Background: an optimization exercise with open tools, aiming at small area, a short achievable clock period and few clock cycles. Do not read the settings as production practice. In this exercise RTL edits were held to simulation tests only and were not proved equivalent to the original. Power figures rest on the tool's default switching activity, not on a simulated workload.

## flow/config.mk

```make
export PLATFORM = sky130hd
export DESIGN_NAME = bitpack_stream
export DESIGN_NICKNAME = bitpack_stream
export VERILOG_FILES = /design/flow/design.v
export SDC_FILE = /design/flow/constraint.sdc
export NUM_CORES = 4
export LEC_CHECK = 0
export CAP_MARGIN = 20
export CORE_MARGIN = 2
export CORE_UTILIZATION = 30
export SETUP_SLACK_MARGIN = 5
export SLEW_MARGIN = 20
```

## flow/constraint.sdc

```tcl
create_clock -name core_clock -period 9.0 [get_ports {clk}]
set_input_delay 1.8000 -clock core_clock [delete_from_list [all_inputs] [get_ports {clk}]]
set_output_delay 1.8000 -clock core_clock [all_outputs]
set_load 0.01 [all_outputs]
```

## flow/design.v

```verilog
module bitpack_stream (
    input  wire        clk,
    input  wire        rst,
    input  wire        cmd_valid,
    input  wire [15:0] cmd_word,
    output wire        cmd_ready,
    input  wire        in_valid,
    input  wire [63:0] in_data,
    output wire        in_ready,
    output wire        out_valid,
    output wire [63:0] out_data,
    input  wire        out_ready,
    output wire        done,
    output reg  [2:0]  done_cause,
    output reg  [6:0]  done_info
);
  localparam [2:0] CAUSE_OK      = 3'd0;
  localparam [2:0] CAUSE_BADBPV  = 3'd1;
  localparam [2:0] CAUSE_RANGE   = 3'd2;
  localparam [2:0] CAUSE_ILLEGAL = 3'd4;
  localparam [1:0] K_ERR = 2'd0;
  localparam [1:0] K_PK  = 2'd1;
  localparam [1:0] K_UP  = 2'd2;
  localparam [1:0] K_UPP = 2'd3;
  wire [3:0] c_op   = cmd_word[3:0];
  wire       c_legal  = (cmd_word[7:5] == 3'd0) && (c_op == 4'd1 || c_op == 4'd2 || c_op == 4'd3);
  wire       c_bpv_ok = (cmd_word[15:8] != 8'd0) && (cmd_word[15:8] < 8'd32);
  reg        q_v;
  reg [1:0]  q_kind;
  reg        q_w64;
  reg [4:0]  q_b;
  reg [2:0]  q_cause;
  reg        e_v;
  reg [1:0]  e_kind;
  reg        e_w64;
  reg [4:0]  e_b;
  reg [2:0]  e_cause;
  assign cmd_ready = !q_v;
  wire cmd_take = cmd_valid && !q_v;
  reg [127:0] ra, rb;          
  reg [7:0]   lcnt;            
  reg [3:0]   rp, wp;          
  reg [7:0]   irem;            
  reg [1:0]   il;              
  reg [7:0]   dcnt;            
  reg [1:0]   dl;              
  reg [5:0]   fill;            
  reg [6:0]   fnb;             
  reg [5:0]   dlt;             
  reg         dz;              
  reg         rng_err;
  reg [6:0]   rng_idx;
  reg         pk_v, sk_v;
  reg [33:0]  pk_x, sk_x;        
  reg [5:0]   ifill;             
  reg         pk_o, sk_o;
  reg         ov;
  reg [63:0]  od;
  reg         o_last;
  reg [2:0]   o_cause;
  reg [6:0]   o_info;
  reg         done_r;
  assign out_valid = ov;
  assign out_data  = od;
  assign done      = done_r;
  reg [64*31-1:0] ring;
  wire [30:0] ring_out = ring[63*31 +: 31];
  wire        is_pk  = e_v && (e_kind == K_PK);
  wire        is_up  = e_v && e_kind[1];
  wire        is_upp = e_v && (e_kind == K_UPP);
  wire        is_err = e_v && (e_kind == K_ERR);
  wire [6:0]  wbits  = e_w64 ? 7'd64 : 7'd32;
  wire [1:0]  last_lane = e_w64 ? 2'd1 : 2'd3;
  wire [30:0] vmask  = ~(31'h7fffffff << e_b);
  wire        wend   = e_w64 ? fnb[6] : fnb[5];                        
  wire        spans  = e_w64 ? (fnb[6] && fnb[5:0] != 6'd0)
                             : (fnb[5] && fnb[4:0] != 5'd0);           
  wire [5:0]  nfill  = !wend ? fnb[5:0] : (e_w64 ? fnb[5:0] : {1'b0, fnb[4:0]});
  wire        o_free = !ov || out_ready;
  reg  in_rdy;
  assign in_ready = in_rdy;
  wire in_take = in_valid && in_rdy;
  wire [63:0] in_m = {33'd0, vmask};
  wire        in_oor = |(in_data & ~in_m);
  reg  [7:0]  g0sel, g1sel;
  wire [255:0] chunks = {rb, ra};
  reg  [31:0] g0, g1;
  integer k;
  always @(*) begin
    g0 = 32'd0;
    g1 = 32'd0;
    for (k = 0; k < 8; k = k + 1) begin
      g0 = g0 | (chunks[k*32 +: 32] & {32{g0sel[k]}});
      g1 = g1 | (chunks[k*32 +: 32] & {32{g1sel[k]}});
    end
  end
  wire [62:0] sh5 = {g1[30:0], g0};
  wire [46:0] sh4 = fill[4] ? sh5[62:16] : sh5[46:0];
  wire [38:0] sh3 = fill[3] ? sh4[46:8]  : sh4[38:0];
  wire [34:0] sh2 = fill[2] ? sh3[38:4]  : sh3[34:0];
  wire [32:0] sh1 = fill[1] ? sh2[34:2]  : sh2[32:0];
  wire [30:0] sh0 = fill[0] ? sh1[31:1]  : sh1[30:0];
  wire [30:0] up_val = sh0 & vmask;
  wire        up_have = (lcnt[dl*2 +: 2] != 2'd0) && (!spans || lcnt[dl*2 +: 2] == 2'd2);
  wire        up_hold = is_upp && !dcnt[6];
  wire        ring_ok = (dcnt == 8'd0) || dz;
  wire        up_fire = is_up && (dcnt != 8'd128) && up_have &&
                        (is_upp ? (ring_ok && (up_hold || o_free)) : o_free);
  wire [94:0] pk_y  = {61'd0, pk_x} << {fill[5:2], 2'b00};
  reg  [3:0]  alsel;           
  reg  [1:0]  ahsel;           
  wire [31:0] acc_lo = (ra[31:0]  & {32{alsel[0]}}) | (ra[63:32]  & {32{alsel[1]}}) |
                       (ra[95:64] & {32{alsel[2]}}) | (ra[127:96] & {32{alsel[3]}});
  wire [31:0] acc_hi = (ra[63:32] & {32{ahsel[0]}}) | (ra[127:96] & {32{ahsel[1]}});
  wire [63:0] acc   = {acc_hi, acc_lo};
  wire [63:0] pk_mg = acc | (e_w64 ? pk_y[63:0] : {32'd0, pk_y[31:0]});
  wire [63:0] pk_rest = e_w64 ? {33'd0, pk_y[94:64]} : {32'd0, pk_y[63:32]};
  wire [63:0] pk_new  = wend ? pk_rest : pk_mg;
  wire        pk_fire = is_pk && pk_v && (!wend || o_free);
  wire        step    = up_fire || pk_fire;
  wire        last_v  = (dcnt == 8'd127);
  wire        err_fire = is_err && !ov;
  wire        e_end   = (step && last_v) || err_fire;
  wire        e_load  = (!e_v || e_end) && q_v;
  wire        e_v_n   = e_load || (e_v && !e_end);
  wire [1:0]  kind_n  = e_load ? q_kind : e_kind;
  wire [1:0]  il_inc  = (il == last_lane) ? 2'd0 : il + 2'd1;
  wire [1:0]  il_n    = e_load ? 2'd0 : (in_take ? il_inc : il);
  wire [6:0]  ifill_s = {1'b0, ifill} + {2'b00, e_b};
  wire [33:0] in_x    = {3'd0, in_data[30:0] & vmask} << ifill[1:0];
  wire        more_n  = e_load || (in_take ? (irem != 8'd1) : (irem != 8'd0));
  wire        sk_v_n  = (pk_fire || !pk_v) ? 1'b0 : (sk_v || (in_take && is_pk));
  wire [7:0]  lcnt_n;
  genvar g;
  generate
    for (g = 0; g < 4; g = g + 1) begin : g_lcnt
      assign lcnt_n[g*2 +: 2] = lcnt[g*2 +: 2] + ((in_take && e_kind[1] && il == g) ? 2'd1 : 2'd0)
                                               - ((up_fire && wend && dl == g) ? 2'd1 : 2'd0);
    end
  endgenerate
  wire        rdy_n   = e_v_n && more_n &&
                        ((kind_n == K_PK && !sk_v_n) || (kind_n[1] && lcnt_n[il_n*2 +: 2] != 2'd2));
  wire [1:0]  dl_n   = e_load ? 2'd0 : (step ? ((dl == last_lane) ? 2'd0 : dl + 2'd1) : dl);
  wire [5:0]  fill_n = e_load ? 6'd0 : ((step && dl == last_lane) ? nfill : fill);
  wire        w64_n  = e_load ? q_w64 : e_w64;
  wire        rp_n   = rp[dl_n];      
  wire [2:0]  g0i    = w64_n ? {rp_n, dl_n[0], fill_n[5]} : {rp_n, dl_n};
  wire [2:0]  g1i    = w64_n ? (fill_n[5] ? {!rp_n, dl_n[0], 1'b0} : {rp_n, dl_n[0], 1'b1})
                             : {!rp_n, dl_n};
  wire        fz_n   = (fill_n == 6'd0);
  integer i;
  wire out_load = (pk_fire && wend) || (up_fire && !up_hold);
  always @(posedge clk) begin
    if (rst) begin
      q_v     <= 1'b0;
      e_v     <= 1'b0;
      pk_v    <= 1'b0;
      sk_v    <= 1'b0;
      ov      <= 1'b0;
      done_r  <= 1'b0;
      in_rdy  <= 1'b0;
      lcnt    <= 8'd0;
      rp      <= 4'd0;
      wp      <= 4'd0;
    end else begin
      if (cmd_take)
        q_v <= 1'b1;
      else if (e_load)
        q_v <= 1'b0;
      e_v <= e_v_n;
      if (pk_fire || !pk_v) begin
        pk_v <= sk_v || (in_take && is_pk);
        sk_v <= 1'b0;
      end else if (in_take && is_pk) begin
        sk_v <= 1'b1;
      end
      if (in_take && e_kind[1])
        wp[il] <= !wp[il];
      if (up_fire && wend)
        rp[dl] <= !rp[dl];
      lcnt   <= lcnt_n;
      in_rdy <= rdy_n;
      if (out_load)
        ov <= 1'b1;
      else if (out_ready)
        ov <= 1'b0;
      done_r <= (ov && out_ready && o_last) || err_fire;
    end
  end
  always @(posedge clk) begin
    if (cmd_take) begin
      q_w64 <= cmd_word[4];
      q_b   <= cmd_word[12:8];
      if (!c_legal) begin
        q_kind  <= K_ERR;
        q_cause <= CAUSE_ILLEGAL;
      end else if (!c_bpv_ok) begin
        q_kind  <= K_ERR;
        q_cause <= CAUSE_BADBPV;
      end else begin
        q_kind  <= c_op[1:0];
        q_cause <= CAUSE_OK;
      end
    end
    if (in_take) begin
      irem <= irem - 8'd1;
      il   <= il_inc;
      if (il == last_lane)
        ifill <= e_w64 ? ifill_s[5:0] : {1'b0, ifill_s[4:0]};
    end
    if (pk_fire || !pk_v) begin
      if (sk_v) begin
        pk_x <= sk_x;
        pk_o <= sk_o;
      end else begin
        pk_x <= in_x;
        pk_o <= in_oor;
      end
    end else if (in_take) begin
      sk_x <= in_x;
      sk_o <= in_oor;
    end
    if (in_take && e_kind[1]) begin
      if (e_w64) begin
        if (wp[il]) rb[il[0]*64 +: 64] <= in_data;
        else        ra[il[0]*64 +: 64] <= in_data;
      end else begin
        if (wp[il]) rb[il*32 +: 32] <= in_data[31:0];
        else        ra[il*32 +: 32] <= in_data[31:0];
      end
    end
    g0sel <= 8'd1 << g0i;
    g1sel <= 8'd1 << g1i;
    alsel <= fz_n ? 4'd0 : (4'd1 << (w64_n ? {dl_n[0], 1'b0} : dl_n));
    ahsel <= (fz_n || !w64_n) ? 2'd0 : (2'd1 << dl_n[0]);
    if (step) begin
      dcnt <= dcnt + 8'd1;
      if (dl == last_lane) begin
        dl   <= 2'd0;
        fill <= nfill;
        fnb  <= {1'b0, nfill} + {2'b00, e_b};
      end else begin
        dl <= dl + 2'd1;
      end
    end
    if (pk_fire) begin
      if (e_w64) ra[dl[0]*64 +: 64] <= pk_new;
      else       ra[dl*32 +: 32]    <= pk_new[31:0];
      if (pk_o && !rng_err) begin
        rng_err <= 1'b1;
        rng_idx <= dcnt[6:0];
      end
    end
    if (up_fire && dcnt == 8'd0) begin
      dlt <= 6'd0;
      dz  <= 1'b1;
    end else if (!step) begin
      dlt <= dlt + 6'd1;
      dz  <= (dlt == 6'd63);
    end
    if (out_load) begin
      od     <= pk_fire ? pk_mg :
                is_upp  ? {1'b0, ring_out, 1'b0, up_val} : {33'd0, up_val};
      o_last <= last_v;
      if (pk_fire && (rng_err || pk_o)) begin
        o_cause <= CAUSE_RANGE;
        o_info  <= rng_err ? rng_idx : dcnt[6:0];
      end else begin
        o_cause <= CAUSE_OK;
        o_info  <= 7'd0;
      end
    end
    if (e_load) begin
      e_kind  <= q_kind;
      e_w64   <= q_w64;
      e_b     <= q_b;
      e_cause <= q_cause;
      irem    <= (q_kind == K_PK) ? 8'd128 : (q_w64 ? {2'b00, q_b, 1'b0} : {1'b0, q_b, 2'b00});
      il      <= 2'd0;
      ifill   <= 6'd0;
      dcnt    <= 8'd0;
      dl      <= 2'd0;
      fill    <= 6'd0;
      fnb     <= {2'b00, q_b};
      rng_err <= 1'b0;
      rng_idx <= 7'd0;
    end
    if (err_fire) begin
      done_cause <= e_cause;
      done_info  <= 7'd0;
    end else begin
      done_cause <= o_cause;
      done_info  <= o_info;
    end
  end
  always @(posedge clk)
    ring <= {ring[62*31-1+31:0], (up_fire && up_hold) ? up_val : ring_out};
endmodule
```

## flow/run.sh

```bash
#!/bin/bash
# synth_recipe.tcl (not shown) runs the flow's synth.tcl, then flattens the netlist and writes it again
# the make line also repeats each setting of config.mk as NAME=value (left out here)
make -C /OpenROAD-flow-scripts/flow DESIGN_CONFIG=/design/flow/config.mk WORK_HOME=/design/flow/orfs CLKGATE_MAP_FILE= SYNTH_SCRIPT=/design/flow/synth_recipe.tcl finish
```

==> results of run 1 <==
-- area by class of cell --
cell class | count | area [um2] | share of cell area (%)
antenna | 17 | 42.5 | 0.0498
clock buffer | 305 | 6400 | 7.49
clock inverter | 104 | 1350 | 1.58
inverter | 87 | 333 | 0.389
multi-input combinational | 2537 | 17600 | 20.6
sequential | 2508 | 53300 | 62.3
tap | 3167 | 3960 | 4.64
timing repair buffer | 267 | 2500 | 2.92
-- layer usage --
layer  vias up  GRT usage (%)  wire, um
li1      19891              -         -
met1     22467           24.3     95600
met2      3121           26.4     95400
met3       930           7.05     28400
met4        34           11.6     16500
met5         -              0       213
-- sequential cells by signal, summed over array words and instances (netlist names), 5 cells and up, named ones only --
signal / count
ring: 1984
ra: 128
od: 64
pk_x: 34
sk_x: 34
dcnt: 8
g0sel: 8
g1sel: 8
irem: 8
lcnt: 8
done_info: 7
fnb: 7
o_info: 7
rng_idx: 7
dlt: 6
fill: 6
e_b: 5
q_b: 5
-- cell families after synthesis --
logic type      count (synthesis)
fa+ha+maj                      32
flops                        2508
mux                           295
buf+inv                       421
compound gates               1235
xor+xnor                       32
simple gates                  942
-- timing repair --
| item | CTS | global route |
|---|---|---|
| endpoints found under the setup margin | 141 | 134 |
| pin swaps | 5 | 9 |
| resized for setup | 26 | 31 |
| setup buffers | 6 | 4 |
| gates cloned | 2 | 0 |
| endpoints found under the hold margin | 0 | 0 |
-- power groups by stage --
stage	combinational [mW]	clock [mW]	sequential, mW
finish	1.84	9.79	11.8
global route	1.88	10.5	11.8
CTS	1.74	10.0	11.7
detailed placement	1.73	0	12.0
global placement	1.71	0	12.0
floorplan	1.00	0	11.9
-- worst max-delay path by stage --
stage / from / end / cells past startpoint
2_1_floorplan: in_valid / register / 4
3_3_place_gp: out_ready / g1sel[1] / 11
3_5_place_dp: out_ready / g0sel[6] / 11
4_1_cts: out_ready / g0sel[4] / 12
5_1_grt: ov / out_valid / 1
6_report: g1sel[1] / od[19] / 9
-- critical path, cell delays in order (launching register included) --
cell and delay (ns):
dfxtp_2 0.53, buf_4 0.39, a22oi_1 0.26, nand4_1 0.37, mux4_2 0.58, mux2i_1 0.53
mux2i_1 0.18, mux2i_1 0.55, nor2_1 0.11, mux2_2 0.36
-- cells in the final DEF (no fill, tap or decap), types with 34 or more instances in the layout --
master / netlist / final
inv_1: 80 / 79
nand4_1: 75 / 75
o22ai_1: 107 / 107
nand2_1: 402 / 397
mux2_2: 76 / 76
o221ai_1: 40 / 40
nor3_1: 39 / 35
nand3_1: 55 / 54
buf_4: 0 / 93
a22o_1: 82 / 82
a22oi_1: 443 / 441
mux4_2: 53 / 53
mux2i_1: 164 / 159
edfxtp_1: 301 / 301
clkbuf_16: 0 / 231
clkbuf_1: 280 / 40
clkbuf_8: 0 / 34
o21ai_0: 190 / 185
clkinv_2: 0 / 43
a21oi_1: 154 / 151
dfxtp_1: 2207 / 2177
clkdlybuf4s50_1: 0 / 155
nor2_1: 229 / 215
==> reports/metrics.cfg, run 1 <==
[timing]
holdWs_ns = 0.270
relSlewSlack_pct = 19.9
finalHoldViolCount = 0
fin_skew_ns = 0.0807
post-route-min-period_ns = 4.16
setup_total_negative_slack_ns = 0
final.period_utilization_pct = 46.2
worst_slew_pin_slew_ns = 1.19
setup_viol = 0
fmaxAchievable_ghz = 0.241
rsz0062_at_grt = yes
finalMaxSlewViolations = 0
fin_ws_ns = 4.84

[clock_tree]
htree_levels = 4
cts_buffers = 221
insertion_delay_ns = 0.89
clkTransAtPathRegs_ns = 0.06
clock_path_buffers = 3
clockRootBuffer = clkbuf_16
cts_tree = done
numClockSinks = 2508
hold_buffers = 0

[routing]
wl_per_cell_um = 26.3
drtPass1Iterations = 8
wl_um = 236000
drcViolationCount = 0
antenna_left = 0
drt_iter0_drc = 6349
dr_total_vias = 46443
viasPerCell = 5.16

[synthesis]
synth_edf_count = 301
synthMuxAreaShare_pct = 5.16
syn_nets = 5580
ys_seq_area_share_pct = 73.8
async_flop_share_pct = 0
postSynthAreaPerCell_um2 = 13.2
synth.cell_area_um2 = 72100
synth_seq_cells = 2508
synth_xor_area_share_pct = 0.389
synthSimpleGateAreaFrac_pct = 5.94
synth.top_cell.area_share_pct = 61.3
synth_ff_type = dfxtp_1
synth_top_family_by_area = compound AO/OA/AOI/OAI gates
synth_area_leaders = dfxtp_1 61%, edfxtp_1 13%, a22oi_1 4.6%
yosysMostFrequentCell = dfxtp_1
ys.warnings.count = 1
synthCells = 5465
synth_compound_area_share_pct = 11.9
synthTopCellsByCount = 2207 x dfxtp_1, 443 x a22oi_1, 402 x nand2_1
synth_area_leader_cell = dfxtp_1
synth_cell_types = 84
synthAdderAreaFrac_pct = 0.559

[critical_path]
cp_data_required_time_ns = 9.61
r2r-start = g1sel[1]
reg2reg_slack_ns = 4.84
crit_arrival_ns = 4.77
reg2regPathDepth = 9
crit_fanout = 17
r2r_end = od[19]
cp-end-kind = register
start_kind = register
path_class = register to register

[placement]
dp_slack_ns = 3.37
postPlaceCellArea_um2 = 77300
dp_hpwl_um = 150000
port_buffers = 162
place_congestion = 1.01
dp_cells = 8553

[global_routing]
antenna_found_initial = 41
grt_pass1_wl_um = 331000
grt.overflow.total = 0
grt_start_max_net_pins = 65
grt_pass1_vias = 44647
grt_util_all_layers_pct = 18.8

[floorplanning]
coreArea_um2 = 239000
die_height_um = 494
die_area_um2 = 244000
io_pins = 163
core.rowCount = 179
initial_core_util_pct = 30.2
die_x_um = 494

[final_layout]
finalNonFillerCells = 8992
drive_above_1_share_pct = 12.4
area_growth_pct = 18.5
design_area_um2 = 85500
post-route-util_pct = 35.8
fillCellCount = 22696
nets = 5737

[power_and_ir_drop]
p_sw_share_pct = 24.5
seqPwrFrac_pct = 50.3
p_leak_nw = 31.6
p_int_mw = 17.7
pwr-share-clk_pct = 41.9
total_power_mw = 23.4
power.switching_mw = 5.72
vdd_drop_max_mv = 0.194
comb_power_share_pct = 7.9
power_density_nw_per_um2 = 274

[hold_path]
min_from = ring[1697]
min_path_type = register to register
whs_endpoint = ring[1728]
whs_path_depth = 0

[job]
maxCapViolations = 0

[status]
outcome = no timing/DRC/antenna violations

Testbench counts, summed over its fixed seeds: cycles 30,984.
==> run 2: changes to the inputs <==
==> flow/flow/run.sh (new file) <==
#!/bin/bash
# The standard layout (the standard.sh), with repair_timing aiming for a larger setup
# margin than config.mk may set. Everything else, synthesis included, is unchanged.
set -euo pipefail
MARGIN=6
sed -e "s/SETUP_SLACK_MARGIN=[0-9.]*/SETUP_SLACK_MARGIN=${MARGIN}/" standard.sh > standard_margin.sh
grep -q "SETUP_SLACK_MARGIN=${MARGIN}" standard_margin.sh
bash standard_margin.sh > standard_margin.log 2>&1
==> flow/standard.sh (new file) <==
#!/bin/bash
# synth_recipe.tcl (not shown) runs the flow's synth.tcl, then flattens the netlist and writes it again
# the make line also repeats each setting of config.mk as NAME=value (left out here)
make -C /OpenROAD-flow-scripts/flow DESIGN_CONFIG=/design/flow/config.mk WORK_HOME=/design/flow/orfs CLKGATE_MAP_FILE= SYNTH_SCRIPT=/design/flow/synth_recipe.tcl "${@:-finish}"
removed: flow/run.sh
==> reports/metrics.cfg, run 2 <==
[floorplanning]
io_pins = 163
core.rowCount = 179
die_x_um = 494
initial_core_util_pct = 30.2
die_area_um2 = 244000
coreArea_um2 = 239000
die_height_um = 494

[timing]
fin_skew_ns = 0.0792
post-route-min-period_ns = 3.50
rsz0062_at_grt = yes
relSlewSlack_pct = 22.7
finalMaxSlewViolations = 0
finalHoldViolCount = 0
holdWs_ns = 0.280
setup_total_negative_slack_ns = 0
setup_viol = 0
worst_slew_pin_slew_ns = 1.16
final.period_utilization_pct = 38.9
fmaxAchievable_ghz = 0.286

[placement]
port_buffers = 162
place_congestion = 0.968
dp_hpwl_um = 149000
postPlaceCellArea_um2 = 77800

[routing]
wl_um = 245000
wl_per_cell_um = 26.7
drcViolationCount = 0
antenna_left = 0
viasPerCell = 5.19
dr_total_vias = 47589
drtPass1Iterations = 8
drt_iter0_drc = 6344

[final_layout]
design_area_um2 = 89800
nets = 5923
reg.largest.list = ring: 1984 flops, ra: 128 flops, od: 64 flops
drive_above_1_share_pct = 22.8
largest_register_ffs = 1984
area_growth_pct = 24.6
final_common_cell = dfxtp_1
fillCellCount = 22409
largest_register = ring
final_cell_mix = 2167 x dfxtp_1, 381 x a22oi_1, 376 x nand2_1, 301 x edfxtp_1, 232 x clkbuf_16

[global_routing]
grt_util_all_layers_pct = 19.1
grt_start_max_net_pins = 71
antenna_found_initial = 52
grt_pass1_vias = 45272
grt.overflow.total = 0
grt_pass1_wl_um = 338000

[synthesis]
synth_area_leader_cell = dfxtp_1
synth.cell_area_um2 = 72100
synthCells = 5465
postSynthAreaPerCell_um2 = 13.2
ys.warnings.count = 1
synth_cell_types = 84
syn_nets = 5580
yosysMostFrequentCell = dfxtp_1
synthTopCellsByCount = 2207 x dfxtp_1, 443 x a22oi_1, 402 x nand2_1
ys_seq_area_share_pct = 73.8
synth.top_cell.area_share_pct = 61.3
synth_area_leaders = dfxtp_1 61%, edfxtp_1 13%, a22oi_1 4.6%
async_flop_share_pct = 0
synth_edf_count = 301
synth_ff_type = dfxtp_1
synth_seq_cells = 2508

[critical_path]
crit_arrival_ns = 1.70
cp-end-kind = output pin
crit_fanout = 1
crit_buf_inv = 1
path_class = register to output pin
crit_family = flip-flops
path_cells = buf_2
start_kind = register
critPathMaxStageDelay_ns = 0.61
cp_slowest_cell = edfxtp_1
cp_data_required_time_ns = 7.20

[hold_path]
min_path_type = register to register

[clock_tree]
clock_path_buffers = 3
htree_levels = 4
clockRootBuffer = clkbuf_16
numClockSinks = 2508
insertion_delay_ns = 0.90
cts_tree = done
clkTransAtPathRegs_ns = 0.06
cts_buffers = 218

[job]
maxCapViolations = 0

[power_and_ir_drop]
vdd_drop_max_mv = 0.179
power_density_nw_per_um2 = 266
p_leak_nw = 33.1

[status]
outcome = no timing/DRC/antenna violations

run 2: path summary, 6_finish.rpt:
kind | from | endpoint | slack (ns) | cells past startpoint
worst max-delay path | od[55] | out_data[55] | 5.50 | 1
worst min register to register | ring[150] | ring[181] | 0.28 | 0
worst min-delay path | ring[150] | ring[181] | 0.28 | 0
worst max register to register | dl[0] | in_rdy | 5.70 | 17
run 2: cell families after synthesis:
logic type | count (synthesis) | synth area share (%)
adder cells (fa/ha/maj) | 32 | 0.559
XOR/XNOR | 32 | 0.389
buffers and inverters | 421 | 2.25
flip-flops | 2508 | 73.8
AO/OA/AOI/OAI | 1235 | 11.9
AND/OR/NAND/NOR | 942 | 5.94
multiplexers | 295 | 5.16
run 2: timing repair:
action,4_1_cts,5_1_grt
gates cloned,21,8
gates resized for setup,873,268
pin swaps,81,76
setup buffers,131,58
endpoints found under the hold margin,0,0
hold buffers,0,0
endpoints found under the setup margin,775,420
run 2: final cells by class:
type                       count  area [um2]  area share [%]
sequential                  2508       53300            59.3
multi-input combinational   2549       20100            22.3
clock buffer                 306        6300            7.01
timing repair buffer         442        4370            4.87
tap                         3167        3960            4.41
clock inverter               102        1430            1.59
inverter                      87         369           0.411
antenna                       10        25.0          0.0279
timing repair inverter         2        17.5          0.0195
run 2: metal layers:
layer	GRT usage [%]	vias up	share of wire [%]
li1	-	20302	-
met1	24.3	23008	39
met2	26.8	3213	40
met3	7.87	1002	13
met4	12.0	64	7.8
met5	0	-	0.19
run 2: metrics by stage:
step	worst slack [ns]	power, mW	instances	util (%)
finish	5.50	23.9	9173	37.7
global route	5.50	24.5	9166	37.7
floorplan	5.01	12.9	5465	-
detailed placement	3.16	13.8	8537	32.6
global placement	3.21	13.8	8537	32.6
CTS	5.45	23.8	9097	36.9
run 2: where the power goes:
part	total, mW	internal (mW)	switching, mW
clock network	9.74	5.53	4.21
registers	11.8	11.5	0.258
logic	2.35	0.897	1.45
==> run 3: changes to the inputs <==
--- a/flow/config.mk
+++ b/flow/config.mk
@@ -8,5 +8,8 @@
 export CAP_MARGIN = 20
 export CORE_MARGIN = 2
 export CORE_UTILIZATION = 30
+export CTS_BUF_LIST = sky130_fd_sc_hd__clkbuf_16
+export CTS_CLUSTER_DIAMETER = 60
+export CTS_CLUSTER_SIZE = 20
 export SETUP_SLACK_MARGIN = 5
 export SLEW_MARGIN = 20
==> reports/metrics.cfg, run 3 <==
[status]
outcome = no timing/DRC/antenna violations

[final_layout]
nets = 5873
final_common_cell = dfxtp_1
area_growth_pct = 21.8
largest_register = ring
drive_above_1_share_pct = 21.6
largest_register_ffs = 1984
reg.largest.list = ring: 1984 flops, ra: 128 flops, od: 64 flops
final_cell_mix = 2167 x dfxtp_1, 383 x a22oi_1, 376 x nand2_1, 301 x edfxtp_1, 203 x nor2_1

[placement]
dp_hpwl_um = 149000
place_congestion = 0.968
port_buffers = 162
dp_slack_ns = 3.16

[clock_tree]
numClockSinks = 2508
clockRootBuffer = clkbuf_16
htree_levels = 4
cts_buffers = 169
cts_tree = done
clock_path_buffers = 3
clkTransAtPathRegs_ns = 0.08
hold_buffers = 0
insertion_delay_ns = 0.89

[timing]
relSlewSlack_pct = 24.4
post-route-min-period_ns = 3.56
rsz0062_at_grt = yes
finalHoldViolCount = 0
fin_skew_ns = 0.0796
fin_ws_ns = 5.44
fmaxAchievable_ghz = 0.281
worst_slew_pin_slew_ns = 1.13
final.period_utilization_pct = 39.6
setup_viol = 0
setup_total_negative_slack_ns = 0
finalMaxSlewViolations = 0

[power_and_ir_drop]
power_density_nw_per_um2 = 248
p_leak_nw = 32.1
vdd_drop_max_mv = 0.163

[global_routing]
grt_util_all_layers_pct = 19.1
antenna_found_initial = 51
grt.overflow.total = 0
grt_pass1_wl_um = 336000
grt_start_max_net_pins = 71
grt_pass1_vias = 44677

[routing]
drcViolationCount = 0
antenna_left = 0
dr_total_vias = 46992
viasPerCell = 5.21
drt_iter0_drc = 6418
wl_per_cell_um = 26.8
drtPass1Iterations = 10
wl_um = 242000

[hold_path]
min_path_type = register to register
whs_path_depth = 0
whs_endpoint = ring[1848]
min_from = ring[1817]

[floorplanning]
die_area_um2 = 244000
coreArea_um2 = 239000
io_pins = 163
initial_core_util_pct = 30.2
die_height_um = 494
die_x_um = 494
core.rowCount = 179

[critical_path]
r2r_end = od[25]
cp_data_required_time_ns = 7.20
reg2regPathDepth = 13
crit_arrival_ns = 1.76
cp-end-kind = output pin
path_cells = buf_2
reg2reg_slack_ns = 5.68
path_class = register to output pin
r2r-start = g1sel[1]
crit_fanout = 1
critPathMaxStageDelay_ns = 0.66
cp_slowest_cell = edfxtp_1
crit_buf_inv = 1
crit_family = flip-flops
start_kind = register

[synthesis]
synth.cell_area_um2 = 72100
synth_seq_cells = 2508
synth_edf_count = 301
synthTopCellsByCount = 2207 x dfxtp_1, 443 x a22oi_1, 402 x nand2_1
synth_area_leaders = dfxtp_1 61%, edfxtp_1 13%, a22oi_1 4.6%
synth_cell_types = 84
postSynthAreaPerCell_um2 = 13.2
async_flop_share_pct = 0
synthCells = 5465
ys.warnings.count = 1
ys_seq_area_share_pct = 73.8
synth_area_leader_cell = dfxtp_1
synth_ff_type = dfxtp_1
synth.top_cell.area_share_pct = 61.3
yosysMostFrequentCell = dfxtp_1
syn_nets = 5580

[job]
maxCapViolations = 0

==> run 3: cell count changes in the layout (fill, tap and decap cells not counted), sizes merged <==
cell           previous run  this run
clkinvlp                  9         6
diode                    10         5
nand2                   409       406
bufinv                   20         2
inv                      99       145
dlymetal6s2s              1         0
a2bb2oi                   7         6
clkbuf                  314       184
bufbuf                    4         2
clkdlybuf4s15             5         7
dlygate4sd2              22        17
clkinv                   63        33
clkdlybuf4s50            23        24
buf                     379       382
==> run 3: worst max-delay path by stage <==
stage	from	endpoint	slack (ns)	depth (start not counted)
finish	od[55]	out_data[55]	5.44	1
global route	od[55]	out_data[55]	5.42	1
CTS	od[55]	out_data[55]	5.45	1
detailed placement	out_ready	g0sel[7]	3.16	11
global placement	out_ready	g0sel[6]	3.21	11
floorplan	out_ready	in_rdy	5.01	15
==> run 3: cells by family after synthesis <==
group / synth area share (%)
multiplexers: 5.16
buffers and inverters: 2.25
AO/OA/AOI/OAI: 11.9
flip-flops: 73.8
AND/OR/NAND/NOR: 5.94
XOR/XNOR: 0.389
adder cells (fa/ha/maj): 0.559
==> run 3: what timing repair did <==
action	4_1_cts	5_1_grt
pin swaps	85	71
gates cloned	22	8
setup endpoints to repair	779	432
buffers inserted	140	47
gates resized for setup	901	318
==> run 3: per-layer routing <==
metal  track usage [%]  up-vias  share of wire [%]
li1                  -    20110                  -
met1              24.4    22742                 40
met2              26.7     3090                 40
met3              7.70      988                 12
met4              12.1       62                8.0
met5                 0        -               0.23
==> run 3: final cells by class <==
class                           count  area, um2
Inverter                           87        375
Sequential cell                  2508      53300
Fill cell                       22625     151000
Tap cell                         3167       3960
Clock inverter                     97       1040
Timing Repair inverter              2       17.5
Clock buffer                      171       4280
Timing Repair Buffer              445       4580
Antenna cell                        5       12.5
Multi-Input combinational cell   2545      20200
==> run 3: power breakdown <==
group / internal (mW) / switching [mW] / leakage, nW / total [mW]
combinational: 0.930 / 1.47 / 8.83 / 2.40
clock: 3.64 / 3.94 / 2.69 / 7.58
sequential: 11.5 / 0.254 / 20.6 / 11.8
total: 16.1 / 5.66 / 32.1 / 21.7
==> run 3: stage by stage <==
stage | hold slack, ns | power, mW | std cells | area, um2 | utilization [%]
6_report | 0.301 | 21.7 | 9027 | 87800 | 36.8
5_1_grt | 0.308 | 22.4 | 9025 | 87800 | 36.8
4_1_cts | 0.305 | 21.7 | 8967 | 85900 | 36.0
3_5_place_dp | 0.312 | 13.8 | 8537 | 77800 | 32.6
3_3_place_gp | 0.310 | 13.8 | 8537 | 77800 | 32.6
2_1_floorplan | 0.310 | 12.9 | 5465 | 73200 | -
==> run 4: changes to the inputs <==
--- a/flow/config.mk
+++ b/flow/config.mk
@@ -7,9 +7,9 @@
 export LEC_CHECK = 0
 export CAP_MARGIN = 20
 export CORE_MARGIN = 2
-export CORE_UTILIZATION = 30
+export CORE_UTILIZATION = 55
 export CTS_BUF_LIST = sky130_fd_sc_hd__clkbuf_16
-export CTS_CLUSTER_DIAMETER = 60
-export CTS_CLUSTER_SIZE = 20
+export CTS_CLUSTER_DIAMETER = 80
+export CTS_CLUSTER_SIZE = 24
 export SETUP_SLACK_MARGIN = 5
 export SLEW_MARGIN = 20
==> reports/metrics.cfg, run 4 <==
[final_layout]
post-route-util_pct = 65.4
final_cell_mix = 2169 x dfxtp_1, 379 x a22oi_1, 377 x nand2_1, 301 x edfxtp_1, 199 x nor2_1
nets = 5848
largest_register_ffs = 1984
drive_above_1_share_pct = 20.5
largest_register = ring
final_common_cell = dfxtp_1
finalNonFillerCells = 7537
reg.largest.list = ring: 1984 flops, ra: 128 flops, od: 64 flops
area_growth_pct = 17.7

[critical_path]
cp_data_required_time_ns = 9.73
reg2regPathDepth = 16
r2r-start = dl[0]
cp-end-kind = register
start_kind = primary input
reg2reg_slack_ns = 5.57
path_class = primary input to register
crit_fanout = 7
crit_arrival_ns = 4.34
r2r_end = in_rdy

[synthesis]
synth_cell_types = 84
yosysMostFrequentCell = dfxtp_1
async_flop_share_pct = 0
postSynthAreaPerCell_um2 = 13.2
synth_area_leader_cell = dfxtp_1
ys.warnings.count = 1
ys_seq_area_share_pct = 73.8
synth_seq_cells = 2508
syn_nets = 5580
synth.top_cell.area_share_pct = 61.3
synth_edf_count = 301
synth_area_leaders = dfxtp_1 61%, edfxtp_1 13%, a22oi_1 4.6%
synthCells = 5465
synthTopCellsByCount = 2207 x dfxtp_1, 443 x a22oi_1, 402 x nand2_1
synth.cell_area_um2 = 72100
synth_ff_type = dfxtp_1

[global_routing]
grt_start_max_net_pins = 68
grt-busiest-layer = met2
grt_pass1_wl_um = 315000
grt_use_met3_pct = 14.3
antenna_found_initial = 17
grt_pass1_vias = 44088
grt_util_all_layers_pct = 32.5
grtUsageMet2_pct = 43.0
grtUsageMet1_pct = 42.7
grt.overflow.total = 0

[placement]
dp_cells = 7110
dp_hpwl_um = 130000
place_congestion = 1.06
port_buffers = 162
dp_slack_ns = 3.25

[timing]
setup_total_negative_slack_ns = 0
fin_skew_ns = 0.0378
fin_ws_ns = 5.39
holdWs_ns = 0.320
finalMaxSlewViolations = 0
worst_slew_pin_slew_ns = 1.11
relSlewSlack_pct = 26.2
fmaxAchievable_ghz = 0.277
finalHoldViolCount = 0
setup_viol = 0
rsz0062_at_grt = yes
final.period_utilization_pct = 40.1
post-route-min-period_ns = 3.61

[hold_path]
whs_endpoint = ring[535]
min_from = ring[504]
whs_path_depth = 0
min_path_type = register to register

[routing]
wl_per_cell_um = 29.9
drt_iter0_drc = 7335
drtPass1Iterations = 13
viasPerCell = 6.25
wl_um = 225000
drcViolationCount = 0
dr_total_vias = 47092
antenna_left = 0

[clock_tree]
cts_buffers = 130
cts_tree = done
numClockSinks = 2508
htree_levels = 4
clock_path_buffers = 3
insertion_delay_ns = 0.82
clkTransAtPathRegs_ns = 0.10
clockRootBuffer = clkbuf_16

[power_and_ir_drop]
p_leak_nw = 31.5
vdd_drop_max_mv = 0.216
power_density_nw_per_um2 = 241

[floorplanning]
die_height_um = 366
core.rowCount = 132
io_pins = 163
initial_core_util_pct = 55.5
coreArea_um2 = 130000
die_x_um = 366
die_area_um2 = 134000

[job]
maxCapViolations = 0

[status]
outcome = no timing/DRC/antenna violations

==> run 4: cell counts after synthesis <==
No cell type changed its count.
==> run 4: layer usage <==
layer / vias up / part of all wire, % / wire length, um
li1: 20023 / - / -
met2: 3572 / 38 / 85600
met4: 8 / 8.9 / 20000
met1: 22376 / 39 / 86700
met5: - / 0.019 / 42
met3: 1113 / 15 / 32700
==> run 4: layout make-up <==
cell class | count | area [um2]
diodes | 10 | 25.0
clock buffers | 132 | 3300
clock inverters | 52 | 616
fillers | 9685 | 44900
inverters | 87 | 367
multi-input cells | 2545 | 20300
flip-flops and latches | 2508 | 53300
well taps | 1742 | 2180
repair buffers | 459 | 4810
repair inverters | 2 | 17.5
==> run 4: logic make-up after synthesis <==
kind of cell	after synthesis	share of synthesized area (%)
flip-flops	2508	73.8
AO/OA/AOI/OAI	1235	11.9
AND/OR/NAND/NOR	942	5.94
buffers and inverters	421	2.25
multiplexers	295	5.16
XOR/XNOR	32	0.389
adder cells (fa/ha/maj)	32	0.559
==> run 4: timing repair <==
| item | CTS | global route |
|---|---|---|
| buffers inserted | 129 | 69 |
| endpoints found under the setup margin | 798 | 448 |
| gates resized for setup | 818 | 325 |
| pin swaps | 89 | 83 |
| hold buffers | 0 | 0 |
| cloned | 24 | 10 |
==> run 4: worst max-delay path, cell delays in order <==
cell and delay, ns:
buf_8 0.10, nand2b_4 0.13, buf_4 0.13, buf_6 0.11, o211ai_1 0.30, clkbuf_16 0.21, nand2_4 0.05, a21oi_4 0.14
or2_4 0.24, inv_16 0.05, nor3_4 0.27, mux2i_4 0.37, buf_12 0.15, buf_16 0.11, and3_1 0.15
==> run 4: metrics by stage <==
stage,total power [mW],cell area (um2)
6_report,20.4,84900
5_1_grt,21.0,84900
4_1_cts,20.2,82600
3_5_place_dp,13.7,76000
3_3_place_gp,13.7,76000
2_1_floorplan,12.9,73200
==> run 4: worst max path at each step <==
stage,startpoint,endpoint,slack [ns],depth (start not counted)
4_1_cts,out_ready,in_rdy,5.56,17
6_report,out_ready,g0sel[5],5.39,15
3_3_place_gp,out_ready,g1sel[5],3.28,11
2_1_floorplan,out_ready,in_rdy,5.01,15
5_1_grt,out_ready,g0sel[5],5.39,15
3_5_place_dp,out_ready,g1sel[3],3.25,11
==> run 4: report_power, final <==
part           total, mW  leakage (nW)  internal (mW)  switching, mW
sequential          11.7          20.6           11.5          0.221
combinational       2.36          8.94          0.901           1.46
clock               6.34          1.96           2.78           3.56
total               20.4          31.5           15.2           5.24

-- afterwards: timing with drivers on the ports --
The results above use ideal ports. As a check the final layouts listed here were re-extracted and re-timed, cells and wires unchanged.
Step 1: set_driving_cell puts a clkbuf_16 on clk and a buf_2 on each other input, an assumption about the parent block.
Step 2 moves the port delays by t, midway between the first and last clock arrival at a register: inputs arrive t later, outputs are due t later. That takes back most of the time a late clock gives input paths.
a / b / c = ideal / step 1 / step 2; a / b = the first two.
| run | t, ns | setup WS [ns] | pins driven straight from the clock port |
|---|---|---|---|
| run 1 | 0.941 | 4.843 / 4.843 / 4.120 | 1 |
| run 2 | 0.953 | 5.501 / 5.407 / 4.706 | 1 |
| run 3 | 0.934 | 5.440 / 5.351 / 4.675 | 1 |
| run 4 | 0.880 | 5.393 / 5.433 / 4.553 | 1 |
After both steps every run listed still meets setup and hold. For run 4, which loses most, drivers alone change the setup slack by +0.040 ns; drivers and shift together by -0.840 ns.
